This design comes from an exercise in tuning for small area on the open sky130 flow, not from production work.

## jnr10_core
module jnr10_core (
    input  wire        clk,
    input  wire        rst,           
    output reg         mem_req,
    output reg         mem_we,
    output wire [15:0] mem_addr,
    output wire [7:0]  mem_wdata,
    input  wire        mem_ready,
    input  wire [7:0]  mem_rdata,
    output wire        halted,
    output wire        faulted,
    output wire [1:0]  fault_kind,    
    output wire [15:0] fault_info,
    input  wire [3:0]  dbg_sel,       
    output wire [15:0] dbg_data
);
    localparam OP_NOP   = 5'h00, OP_HALT = 5'h01, OP_MOV  = 5'h02, OP_LOAD = 5'h03,
               OP_STORE = 5'h04, OP_ADD  = 5'h05, OP_SUB  = 5'h06, OP_AND  = 5'h07,
               OP_OR    = 5'h08, OP_XOR  = 5'h09, OP_CMP  = 5'h0A, OP_SHL  = 5'h0B,
               OP_SHR   = 5'h0C, OP_JMP  = 5'h0D, OP_JZ   = 5'h0E, OP_JNZ  = 5'h0F,
               OP_JC    = 5'h10, OP_JNC  = 5'h11, OP_JN   = 5'h12, OP_CALL = 5'h13,
  ...
For scale: about 210 flip-flops, about 11000 um^2 of cells after synthesis.
==> flow/config.mk <==
export PLATFORM = sky130hd
export DESIGN_NAME = jnr10_core
export DESIGN_NICKNAME = jnr10_core
export VERILOG_FILES = /design/flow/design.v
export SDC_FILE = /design/flow/constraint.sdc
export NUM_CORES = 4
export LEC_CHECK = 0
export ABC_AREA = 1
export CAP_MARGIN = 20
export CORE_MARGIN = 2
export CORE_UTILIZATION = 40
export PLACE_DENSITY = 0.6
export SLEW_MARGIN = 20
==> flow/constraint.sdc <==
create_clock -name core_clock -period 10.0 [get_ports {clk}]
set_input_delay 2.0000 -clock core_clock [delete_from_list [all_inputs] [get_ports {clk}]]
set_output_delay 2.0000 -clock core_clock [all_outputs]
set_load 0.01 [all_outputs]
standard.sh (not shown) runs the stock make flow with config.mk's settings and CLKGATE_MAP_FILE= SYNTH_SCRIPT=/design/flow/synth_recipe.tcl, a recipe that flattens the netlist after the stock synthesis.
==> flow/flow/run.sh <==
#!/bin/bash
# Standard ORFS layout, except that ABC maps with an area-oriented script
# (flow/area.abc) instead of abc_area.script. Each tool's output goes to
# standard.log.
set -e
here=$PWD
{
  head -n 1 synth_recipe.tcl
  cat <<'EOT'
proc abc {args} {
  set i [lsearch -exact $args -script]
  if {$i >= 0} { lset args [expr {$i + 1}] $::env(MY_ABC_SCRIPT) }
  yosys abc {*}$args
}
EOT
  tail -n +2 synth_recipe.tcl
} > my_synth.tcl
export MY_ABC_SCRIPT=$here/flow/area.abc
bash standard.sh SYNTH_SCRIPT=$here/my_synth.tcl finish > standard.log 2>&1
==> flow/flow/area.abc <==
&get -n
&st
&dch
&nf -R 1000
&put
The first run went through all stages and came out clean.
Then changed:
==> flow/run.sh (new file) <==
#!/bin/bash
# synth_recipe.tcl (not shown) runs the flow's synth.tcl, then flattens the netlist and writes it again
# the make line also repeats each setting of config.mk as NAME=value (left out here)
make -C /OpenROAD-flow-scripts/flow DESIGN_CONFIG=/design/flow/config.mk WORK_HOME=/design/flow/orfs CLKGATE_MAP_FILE= SYNTH_SCRIPT=/design/flow/synth_recipe.tcl finish
removed: flow/flow/run.sh
removed: flow/flow/area.abc
removed: flow/standard.sh
After rerunning:
- The new run completed without violations
- clock skew rose by 0.021 ns
- hold slack gains 0.0050 ns
- setup slack gains 0.33 ns
- sequential share of layout area fell by 4.1 points
- routed wire length rose by 16%
No functional check of the RTL was part of any run of this note.

* * *

jnr10_core again, from the RTL that the note above started with.
clock: 10.0 ns
lec_check: 0
abc_area: 1
cap_margin: 20
core_margin: 2
core_utilization: 40
cts_buf_list: sky130_fd_sc_hd__clkbuf_8
cts_cluster_size: 20
place_density: 0.6
slew_margin: 20
==> flow/flow/run.sh <==
#!/bin/bash
# Standard ORFS layout, except that ABC maps with an area-oriented script
# (flow/area.abc) instead of abc_area.script. Each tool's output goes to
# standard.log.
set -e
here=$PWD
{
  head -n 1 synth_recipe.tcl
  cat <<'EOT'
proc abc {args} {
  set i [lsearch -exact $args -script]
  if {$i >= 0} { lset args [expr {$i + 1}] $::env(MY_ABC_SCRIPT) }
  yosys abc {*}$args
}
EOT
  tail -n +2 synth_recipe.tcl
} > my_synth.tcl
export MY_ABC_SCRIPT=$here/flow/area.abc
bash standard.sh SYNTH_SCRIPT=$here/my_synth.tcl finish > standard.log 2>&1
==> flow/flow/area.abc <==
&get -n
&st
&dch
&nf -R 1000
&put
Change:
--- a/flow/flow/run.sh
+++ b/flow/flow/run.sh
@@ -19 +19,2 @@
-bash standard.sh SYNTH_SCRIPT=$here/my_synth.tcl finish > standard.log 2>&1
+export BUFFER_PORTS_ARGS="-buffer_cell sky130_fd_sc_hd__buf_1"
+bash standard.sh SYNTH_SCRIPT=$here/my_synth.tcl MATCH_CELL_FOOTPRINT=0 finish > standard.log 2>&1
CTS_BUF_LIST = default   (was sky130_fd_sc_hd__clkbuf_8)
CTS_CLUSTER_SIZE = default   (was 20)
Flip-flop and latch count stays the same. Maximum frequency climbs by 2.8%. Via count fell by 1.6%. Global-route usage is higher by 0.12 points. Area after synthesis does not change. Synthesized cell count stays the same.
Function was not checked in any run of this note: the RTL went through the layout flow alone.

## afterwards: timing with drivers on the ports
No port has a modelled driver above. Below, the same layouts with a new extraction and two added sets of constraints. Step 1 assumes that a clkbuf_16 drives the clock port and a buf_2 every other input. Step 2 adds t to the input delays and takes it off the output delays; t is the mean of the earliest and latest rising clock arrival at the registers after step 1. Input paths then give back, and output paths get back, about the clock's delay inside the block. Slacks: no drivers / after step 1 / after step 2; pairs: no drivers / after step 1.
run	t, ns	slack for setup (ns)	worst setup path at the end	worst data-port slew with drivers (ns)	cell pins on the clock port's net
the first run of note 1	0.581	0.488 / 0.455 / 0.460	input to output	0.04	1
the second run of note 1	0.582	0.815 / 0.766 / 1.275	input to output	0.04	1
the first run of note 2	0.575	0.433 / 0.388 / 0.464	input to output	0.04	1
the second run of note 2	0.579	0.694 / 0.640 / 0.983	input to output	0.03	1
After both steps every run listed still meets setup and hold. For the first run of note 1, which loses most, drivers alone change the setup slack by -0.033 ns; drivers and shift together by -0.028 ns.
